Source: an optimization exercise on an open RTL-to-GDS flow (aim: small area, a short achievable clock period and few clock cycles per item). Production flows keep margins and buffers that such runs may drop.
At most, simulation tests tie the RTL to the original design; equivalence was not proved.

==> inputs of 10-16 <==
==> flow/design.v <==
module oncore_xtea (
    input  wire        clk,
    input  wire        rst_n,         
    input  wire [2:0]  kop,           
    input  wire [2:0]  kaddr,         
    input  wire [31:0] kdata,
    input  wire [2:0]  kraddr,        
    output wire [31:0] krdata,
    output wire        old_valid,
    input  wire        start,
    input  wire        decrypt,       
    input  wire [1:0]  method,
    input  wire        ksel,          
    input  wire [7:0]  cpr,           
    input  wire        allow_noenc,
    input  wire [63:0] din,           
    output wire        ready,
    output reg         done,
    output reg         err,
    output wire [63:0] dout
);
    localparam [2:0] KOP_NONE   = 3'd0;
    localparam [2:0] KOP_WRITE  = 3'd1;
    localparam [2:0] KOP_ROTATE = 3'd2;
    localparam [2:0] KOP_COMMIT = 3'd3;
    localparam [2:0] KOP_OVALID = 3'd4;
    localparam [31:0] DELTA  = 32'h9E3779B9;
    localparam [31:0] NDELTA = 32'h61C88647;     
    reg [31:0] cur_key [0:3];
    reg [31:0] old_key [0:3];
    reg        old_valid_r;
    wire [31:0] kd    = kdata & {32{rst_n}};
    wire        kacc  = ready & !start;
    wire        k_wr  = kacc & (kop == KOP_WRITE);
    wire        k_rot = kacc & (kop == KOP_ROTATE);
    integer j;
    always @(posedge clk) begin
        for (j = 0; j < 4; j = j + 1) begin
            if (!rst_n || (k_wr && kaddr == {1'b0, j[1:0]}) || (k_rot && j == 3))
                cur_key[j] <= kd;
            if (!rst_n || (k_wr && kaddr == {1'b1, j[1:0]}) || k_rot)
                old_key[j] <= (k_rot && rst_n) ? cur_key[j] : kd;
        end
    end
    always @(posedge clk) begin
        if (!rst_n)
            old_valid_r <= 1'b0;
        else if (kacc) begin
            case (kop)
                KOP_ROTATE: old_valid_r <= 1'b1;
                KOP_COMMIT: old_valid_r <= 1'b0;
                KOP_OVALID: old_valid_r <= kdata[0];
                default: ;
            endcase
        end
    end
    assign krdata    = kraddr[2] ? old_key[kraddr[1:0]] : cur_key[kraddr[1:0]];
    assign old_valid = old_valid_r;
    reg        run;           
    reg        pre;           
    reg        skl;           
    reg        dec_r;
    reg        ksel_r;
    reg [9:0]  cnt;           
    reg [31:0] ra, rb;        
    reg [31:0] s;             
    reg [31:0] sk1;           
    wire busy   = run | pre | skl;
    assign ready = !busy;
    wire accept = start & !busy;
    wire [8:0] cpr_n     = (cpr == 8'd0) ? 9'd256 : {1'b0, cpr};
    wire [9:0] n_cycles  = (method[0] ? {1'b0, cpr_n} : 10'd0) + (method[1] ? {cpr_n, 1'b0} : 10'd0);
    wire       bad_param = (method == 2'd0) ? !allow_noenc : (ksel && !old_valid_r);
    wire       good      = !bad_param && (method != 2'd0);
    wire last = run & (cnt == 10'd1);
    reg  [31:0] c32;          
    wire [4:0]  digit = pre ? cnt[4:0] : n_cycles[9:5];
    always @* begin
        case (digit)
            5'd0: c32 = 32'h00000000;
            5'd1: c32 = 32'h9E3779B9;
            5'd2: c32 = 32'h3C6EF372;
            5'd3: c32 = 32'hDAA66D2B;
            5'd4: c32 = 32'h78DDE6E4;
            5'd5: c32 = 32'h1715609D;
            5'd6: c32 = 32'hB54CDA56;
            5'd7: c32 = 32'h5384540F;
            5'd8: c32 = 32'hF1BBCDC8;
            5'd9: c32 = 32'h8FF34781;
            5'd10: c32 = 32'h2E2AC13A;
            5'd11: c32 = 32'hCC623AF3;
            5'd12: c32 = 32'h6A99B4AC;
            5'd13: c32 = 32'h08D12E65;
            5'd14: c32 = 32'hA708A81E;
            5'd15: c32 = 32'h454021D7;
            5'd16: c32 = 32'hE3779B90;
            5'd17: c32 = 32'h81AF1549;
            5'd18: c32 = 32'h1FE68F02;
            5'd19: c32 = 32'hBE1E08BB;
            5'd20: c32 = 32'h5C558274;
            5'd21: c32 = 32'hFA8CFC2D;
            5'd22: c32 = 32'h98C475E6;
            5'd23: c32 = 32'h36FBEF9F;
            5'd24: c32 = 32'hD5336958;
            5'd25: c32 = 32'h736AE311;
            5'd26: c32 = 32'h11A25CCA;
            5'd27: c32 = 32'hAFD9D683;
            5'd28: c32 = 32'h4E11503C;
            5'd29: c32 = 32'hEC48C9F5;
            5'd30: c32 = 32'h8A8043AE;
            5'd31: c32 = 32'h28B7BD67;
            default: c32 = 32'h0;
        endcase
    end
    wire [31:0] s_nx = (pre ? {s[26:0], 5'd0} : s) + (pre ? c32 : (dec_r ? NDELTA : DELTA));
    function [31:0] kpick;
        input [2:0] sel;
        begin
            case (sel)
                3'd0: kpick = cur_key[0];
                3'd1: kpick = cur_key[1];
                3'd2: kpick = cur_key[2];
                3'd3: kpick = cur_key[3];
                3'd4: kpick = old_key[0];
                3'd5: kpick = old_key[1];
                3'd6: kpick = old_key[2];
                default: kpick = old_key[3];
            endcase
        end
    endfunction
    wire [1:0]  idx1   = dec_r ? s[12:11] : s[1:0];
    wire [1:0]  idx2   = dec_r ? s[1:0]   : s[12:11];
    wire [2:0]  sel1   = accept ? {ksel, 2'b00} : {ksel_r, idx1};
    wire [31:0] s1     = accept ? 32'd0 : s;
    wire        inv1   = !accept & dec_r;
    wire [31:0] sk1_nx = (s1 + kpick(sel1)) ^ {32{inv1}};
    wire [31:0] sk2    = (s + kpick({ksel_r, idx2})) ^ {32{dec_r}};
    function [31:0] mix;
        input [31:0] v;
        begin
            mix = ((v << 4) ^ (v >> 5)) + v;
        end
    endfunction
    wire [32:0] nb_w = {rb, dec_r} + {mix(ra) ^ sk1, dec_r};
    wire [31:0] nb   = nb_w[32:1];
    wire [32:0] na_w = {ra, dec_r} + {mix(nb) ^ sk2, dec_r};
    wire [31:0] na   = na_w[32:1];
    assign dout = dec_r ? {ra, rb} : {rb, ra};
    always @(posedge clk) begin
        sk1 <= sk1_nx;
        s   <= accept ? (decrypt ? c32 : DELTA) : s_nx;
        if (accept) begin
            dec_r  <= decrypt;
            ksel_r <= ksel;
            cnt    <= n_cycles;
            ra     <= decrypt ? din[63:32] : din[31:0];
            rb     <= decrypt ? din[31:0]  : din[63:32];
        end else if (run) begin
            ra  <= na;
            rb  <= nb;
            cnt <= cnt - 10'd1;
        end
    end
    always @(posedge clk) begin
        if (!rst_n) begin
            run  <= 1'b0;
            pre  <= 1'b0;
            skl  <= 1'b0;
            done <= 1'b0;
            err  <= 1'b0;
        end else begin
            done <= last;
            pre  <= accept & good & decrypt;
            skl  <= pre;
            if (accept) begin
                err  <= bad_param;
                done <= !good;
                run  <= good & !decrypt;
            end else begin
                run  <= skl | (run & !last);
            end
        end
    end
endmodule
==> flow/run.sh <==
#!/bin/bash
# synth_recipe.tcl (not shown) runs the flow's synth.tcl, then flattens the netlist and writes it again
# the make line also repeats each setting of config.mk as NAME=value (left out here)
make -C /OpenROAD-flow-scripts/flow DESIGN_CONFIG=/design/flow/config.mk WORK_HOME=/design/flow/orfs CLKGATE_MAP_FILE= SYNTH_SCRIPT=/design/flow/synth_recipe.tcl finish
==> flow/config.mk <==
export PLATFORM = sky130hd
export DESIGN_NAME = oncore_xtea
export DESIGN_NICKNAME = oncore_xtea
export VERILOG_FILES = /design/flow/design.v
export SDC_FILE = /design/flow/constraint.sdc
export NUM_CORES = 4
export LEC_CHECK = 0
export CAP_MARGIN = 20
export CORE_MARGIN = 2
export CORE_UTILIZATION = 40
export SETUP_SLACK_MARGIN = 3
export SLEW_MARGIN = 20
==> flow/constraint.sdc <==
create_clock -name core_clock -period 12.0 [get_ports {clk}]
set_input_delay 2.4000 -clock core_clock [delete_from_list [all_inputs] [get_ports {clk}]]
set_output_delay 2.4000 -clock core_clock [all_outputs]
set_load 0.01 [all_outputs]
==> 11-24: changes against 10-16 <==
SETUP_SLACK_MARGIN = 5   (was 3)
==> 04-10: changes against 10-16 <==
ABC_AREA = 1   (was default)
SETUP_SLACK_MARGIN = 4   (was 3)
==> 02-14: changes against 10-16 <==
==> flow/flow/run.sh (new file) <==
#!/bin/bash
# The standard layout, with the input and output ports buffered by the
# small sky130_fd_sc_hd__buf_2 instead of the flow's default delay buffer.
set -euo pipefail
bash standard.sh "BUFFER_PORTS_ARGS=-buffer_cell sky130_fd_sc_hd__buf_2" finish > standard_flow.log 2>&1
==> flow/standard.sh (new file) <==
#!/bin/bash
# synth_recipe.tcl (not shown) runs the flow's synth.tcl, then flattens the netlist and writes it again
# the make line also repeats each setting of config.mk as NAME=value (left out here)
make -C /OpenROAD-flow-scripts/flow DESIGN_CONFIG=/design/flow/config.mk WORK_HOME=/design/flow/orfs CLKGATE_MAP_FILE= SYNTH_SCRIPT=/design/flow/synth_recipe.tcl "${@:-finish}"
ABC_AREA = 1   (was default)
SETUP_SLACK_MARGIN = 4   (was 3)
removed: flow/run.sh
==> notes <==
- Against 04-10, the die area of 11-24 is smaller by 0.71%.
- In 10-16 the first-iteration DRC count is smaller than in 04-10, by about 17%.
- Setup slack: 11-24 is lower than 02-14 (950 ps).
- Of 10-16 and 11-24, 11-24 has the higher fmax (gap about 1.9%, measured against 11-24).
- Count of clock-buffer cells in the layout: 11-24 > 04-10 > 10-16 > 02-14.
- The highest register-to-register slack belongs to 02-14, the lowest to 10-16.
==> figures <==
	10-16	02-14	11-24	04-10
Area taken by flip-flops and latches	11400 µm²	11400 µm²	11400 µm²	11400 µm²
Multiplexer fraction of the synthesized cell area	0.0971	0.000548	0.0971	0.000548
Total area of multi-input combinational cells	24700 µm²	22400 µm²	26200 µm²	22300 µm²
Commonest non-fill, non-tap cell in the layout	a21oi_1	nand2_1	a21oi_1	nand2_1
Number of standard cells in the final layout excluding fillers	5412	6453	5584	6446
Synth cell types	83	63	83	63
Post-synth design cell area	36200 µm²	36500 µm²	36200 µm²	36500 µm²
Status	no timing/DRC/antenna violations	no timing/DRC/antenna violations	no timing/DRC/antenna violations	no timing/DRC/antenna violations
Amount of wire on met3 after detailed routing	11.1 mm	13.3 mm	12.5 mm	12.8 mm
Number of DRC markers after the initial detailed-route iteration	3548	4646	3852	4281
Share of synthesized cell area in full adder, half adder and majority cells	0.0880	0.0873	0.0880	0.0873
Antenna violations before repair	2	1	3	0
Setup CP Type	reg2reg	reg2reg	reg2reg	in2out
Final area over synthesized area	1.187x	1.131x	1.271x	1.155x
Testbench counts of 10-16, summed over its fixed seeds: cycles 126,306, items 2,400.
Testbench counts of 11-24, summed over its fixed seeds: cycles 126,306, items 2,400.
Testbench counts of 04-10, summed over its fixed seeds: cycles 126,306, items 2,400.
Testbench counts of 02-14, summed over its fixed seeds: cycles 126,306, items 2,400.

---

==> inputs of harbor <==
// oncore_xtea: RTL as listed in full above, without the edits since
export LEC_CHECK = 0
export ABC_AREA = 1
export CAP_MARGIN = 20
export CORE_MARGIN = 2
export CORE_UTILIZATION = 40
export SETUP_SLACK_MARGIN = 4.5
export SLEW_MARGIN = 20
create_clock -name core_clock -period 12.0 [get_ports {clk}]
standard.sh (not shown) runs the stock make flow with config.mk's settings and CLKGATE_MAP_FILE= SYNTH_SCRIPT=/design/flow/synth_recipe.tcl, a recipe that flattens the netlist after the stock synthesis.
==> flow/flow/run.sh <==
#!/bin/bash
# The standard layout, with the input and output ports buffered by the
# small sky130_fd_sc_hd__buf_2 instead of the flow's default delay buffer.
set -euo pipefail
bash standard.sh "BUFFER_PORTS_ARGS=-buffer_cell sky130_fd_sc_hd__buf_2" finish > standard_flow.log 2>&1
==> inputs of lagoon, as changes to harbor <==
==> flow/design.v (replaced) <==
module oncore_xtea (
    input  wire        clk,
    input  wire        rst_n,         
    input  wire [2:0]  kop,           
    input  wire [2:0]  kaddr,         
    input  wire [31:0] kdata,
    input  wire [2:0]  kraddr,        
    output wire [31:0] krdata,
    output wire        old_valid,
    input  wire        start,
    input  wire        decrypt,       
    input  wire [1:0]  method,
    input  wire        ksel,          
    input  wire [7:0]  cpr,           
    input  wire        allow_noenc,
    input  wire [63:0] din,           
    output wire        ready,
    output reg         done,
    output reg         err,
    output wire [63:0] dout
);
    localparam [2:0] KOP_NONE   = 3'd0;
    localparam [2:0] KOP_WRITE  = 3'd1;
    localparam [2:0] KOP_ROTATE = 3'd2;
    localparam [2:0] KOP_COMMIT = 3'd3;
    localparam [2:0] KOP_OVALID = 3'd4;
    localparam [31:0] DELTA  = 32'h9E3779B9;
    localparam [31:0] NDELTA = 32'h61C88647;     
    reg [31:0] cur_key [0:3];
    reg [31:0] old_key [0:3];
    reg        old_valid_r;
    wire [31:0] kd    = kdata & {32{rst_n}};
    wire        kacc  = ready & !start;
    wire        k_wr  = kacc & (kop == KOP_WRITE);
    wire        k_rot = kacc & (kop == KOP_ROTATE);
    integer j;
    always @(posedge clk) begin
        for (j = 0; j < 4; j = j + 1) begin
            if (!rst_n || (k_wr && kaddr == {1'b0, j[1:0]}) || (k_rot && j == 3))
                cur_key[j] <= kd;
            if (!rst_n || (k_wr && kaddr == {1'b1, j[1:0]}) || k_rot)
                old_key[j] <= (k_rot && rst_n) ? cur_key[j] : kd;
        end
    end
    always @(posedge clk) begin
        if (!rst_n)
            old_valid_r <= 1'b0;
        else if (kacc) begin
            case (kop)
                KOP_ROTATE: old_valid_r <= 1'b1;
                KOP_COMMIT: old_valid_r <= 1'b0;
                KOP_OVALID: old_valid_r <= kdata[0];
                default: ;
            endcase
        end
    end
    assign krdata    = kraddr[2] ? old_key[kraddr[1:0]] : cur_key[kraddr[1:0]];
    assign old_valid = old_valid_r;
    reg        run;           
    reg        skl;           
    reg [1:0]  pre;           
    reg        q;             
    reg        dec_r;
    reg        ksel_r;
    reg [9:0]  cnt;           
    reg [31:0] ra, rb;        
    reg [31:0] s;             
    reg [31:0] sk;            
    wire busy   = run | skl | (pre != 2'd0);
    assign ready = !busy;
    wire accept = start & !busy;
    wire [8:0] cpr_n     = (cpr == 8'd0) ? 9'd256 : {1'b0, cpr};
    wire [9:0] n_cycles  = (method[0] ? {1'b0, cpr_n} : 10'd0) + (method[1] ? {cpr_n, 1'b0} : 10'd0);
    wire       bad_param = (method == 2'd0) ? !allow_noenc : (ksel && !old_valid_r);
    wire       good      = !bad_param && (method != 2'd0);
    wire last = run & !q & (cnt == 10'd1);
    reg [31:0] c16;           
    wire [3:0] digit = (pre == 2'd1) ? {2'b00, cnt[9:8]} :
                       (pre == 2'd2) ? cnt[7:4] : cnt[3:0];
    always @* begin
        case (digit)
            4'd0: c16 = 32'h00000000;
            4'd1: c16 = 32'h9E3779B9;
            4'd2: c16 = 32'h3C6EF372;
            4'd3: c16 = 32'hDAA66D2B;
            4'd4: c16 = 32'h78DDE6E4;
            4'd5: c16 = 32'h1715609D;
            4'd6: c16 = 32'hB54CDA56;
            4'd7: c16 = 32'h5384540F;
            4'd8: c16 = 32'hF1BBCDC8;
            4'd9: c16 = 32'h8FF34781;
            4'd10: c16 = 32'h2E2AC13A;
            4'd11: c16 = 32'hCC623AF3;
            4'd12: c16 = 32'h6A99B4AC;
            4'd13: c16 = 32'h08D12E65;
            4'd14: c16 = 32'hA708A81E;
            4'd15: c16 = 32'h454021D7;
            default: c16 = 32'h0;
        endcase
    end
    wire        horner = (pre != 2'd0);
    wire [31:0] s_a    = horner ? {s[27:0], 4'd0} : s;
    wire [31:0] s_b    = horner ? c16 : (q ? 32'd0 : (dec_r ? NDELTA : DELTA));
    wire [31:0] s_nx   = s_a + s_b;
    wire [1:0]  idx  = (q ^ dec_r) ? s[12:11] : s[1:0];
    wire [2:0]  kidx = {ksel_r, idx};
    reg  [31:0] kw;
    always @* begin
        case (kidx)
            3'd0: kw = cur_key[0];
            3'd1: kw = cur_key[1];
            3'd2: kw = cur_key[2];
            3'd3: kw = cur_key[3];
            3'd4: kw = old_key[0];
            3'd5: kw = old_key[1];
            3'd6: kw = old_key[2];
            default: kw = old_key[3];
        endcase
    end
    wire [31:0] sk_nx = (s + kw) ^ {32{dec_r}};
    wire [31:0] mix_a = ((ra << 4) ^ (ra >> 5)) + ra;
    wire [32:0] na_w  = {rb, dec_r} + {mix_a ^ sk, dec_r};
    wire [31:0] na    = na_w[32:1];
    assign dout = dec_r ? {ra, rb} : {rb, ra};
    always @(posedge clk) begin
        sk <= sk_nx;
        s  <= accept ? 32'd0 : s_nx;
        q  <= (skl | run) & !q;
        if (accept) begin
            dec_r  <= decrypt;
            ksel_r <= ksel;
            cnt    <= n_cycles;
            ra     <= decrypt ? din[63:32] : din[31:0];
            rb     <= decrypt ? din[31:0]  : din[63:32];
        end else if (run) begin
            ra <= na;
            rb <= ra;
            if (!q)
                cnt <= cnt - 10'd1;
        end
    end
    always @(posedge clk) begin
        if (!rst_n) begin
            run  <= 1'b0;
            skl  <= 1'b0;
            pre  <= 2'd0;
            done <= 1'b0;
            err  <= 1'b0;
        end else begin
            done <= last;
            if (accept) begin
                err  <= bad_param;
                done <= !good;
                pre  <= (good && decrypt) ? 2'd1 : 2'd0;
                skl  <= good && !decrypt;
            end else begin
                if (pre != 2'd0)
                    pre <= pre + 2'd1;
                skl <= (pre == 2'd3);
                run <= skl | (run & !last);
            end
        end
    end
endmodule
==> flow/run.sh (new file) <==
#!/bin/bash
# synth_recipe.tcl (not shown) runs the flow's synth.tcl, then flattens the netlist and writes it again
# the make line also repeats each setting of config.mk as NAME=value (left out here)
make -C /OpenROAD-flow-scripts/flow DESIGN_CONFIG=/design/flow/config.mk WORK_HOME=/design/flow/orfs CLKGATE_MAP_FILE= SYNTH_SCRIPT=/design/flow/synth_recipe.tcl finish
Settings changed: ABC_AREA 1 to default, ABC_CLOCK_PERIOD_IN_PS from default to 6000, SETUP_SLACK_MARGIN 4.5 to 5.
removed: flow/flow/run.sh
removed: flow/standard.sh
==> impl_metrics.toml <==
[placed_design]
place_area_sq_um = 38800

[outcome]
status = "no timing/DRC/antenna violations"

[synthesis]
ys_seq_area_frac = 0.311
syn-num-nets = 5448
ys_types = 63

[setup_path]
arrival_ns = 4.95
slowest_stage = "buf_6"

[cts]
cts-resized-gates = 58

[global_route]
use_met2 = 0.492

[floorplan]
die_h_microns = 306

[power_and_ir_drop]
the above is filed under harbor

==> impl_metrics.toml <==
[synthesis]
syn-num-nets = 3047
ys_seq_area_frac = 0.403
ys_types = 78

[floorplan]
die_h_microns = 270
tapCellCount = 940

[final_layout]
num_antenna_cells = 1

[outcome]
status = "no timing/DRC/antenna violations"

[setup_path]
arrival_ns = 4.47
slowest_stage = "mux4_2"

[placed_design]
place_area_sq_um = 31500

[cts]
cts-resized-gates = 5
the above is filed under lagoon

Testbench counts of harbor, summed over its fixed seeds: cycles 126,306, items 2,400.
The RTL of lagoon was laid out without a check of its function.

## afterwards: timing with drivers on the ports
In the flow no input, the clock included, has a driving cell. The finished layouts below were timed again as built, in two steps. Step 1 (the two cells are an assumption about what drives the block):
set clk [get_ports {clk}]
set_driving_cell -lib_cell sky130_fd_sc_hd__clkbuf_16 $clk
set_driving_cell -lib_cell sky130_fd_sc_hd__buf_2 [delete_from_list [all_inputs] $clk]
Step 2 moves the port delays by t, midway between the first and last clock arrival at a register: inputs arrive t later, outputs are due t later. That takes back most of the time a late clock gives input paths. Slacks: no drivers / after step 1 / after step 2; pairs: no drivers / after step 1.
run	t (ns)	setup slack, ns	cell pins on the clock port's net
10-16	0.699	3.245 / 3.245 / 2.853	1
11-24	0.690	3.407 / 3.407 / 3.407	1
04-10	0.696	4.065 / 4.030 / 4.001	1
02-14	0.703	4.353 / 4.353 / 3.989	1
harbor	0.699	4.654 / 4.631 / 4.261	1
lagoon	0.655	5.128 / 5.081 / 5.081	1
After both steps every run listed still meets setup and hold. The setup slack of harbor, which loses most, moves by -0.023 ns with the drivers and by -0.393 ns with both steps.
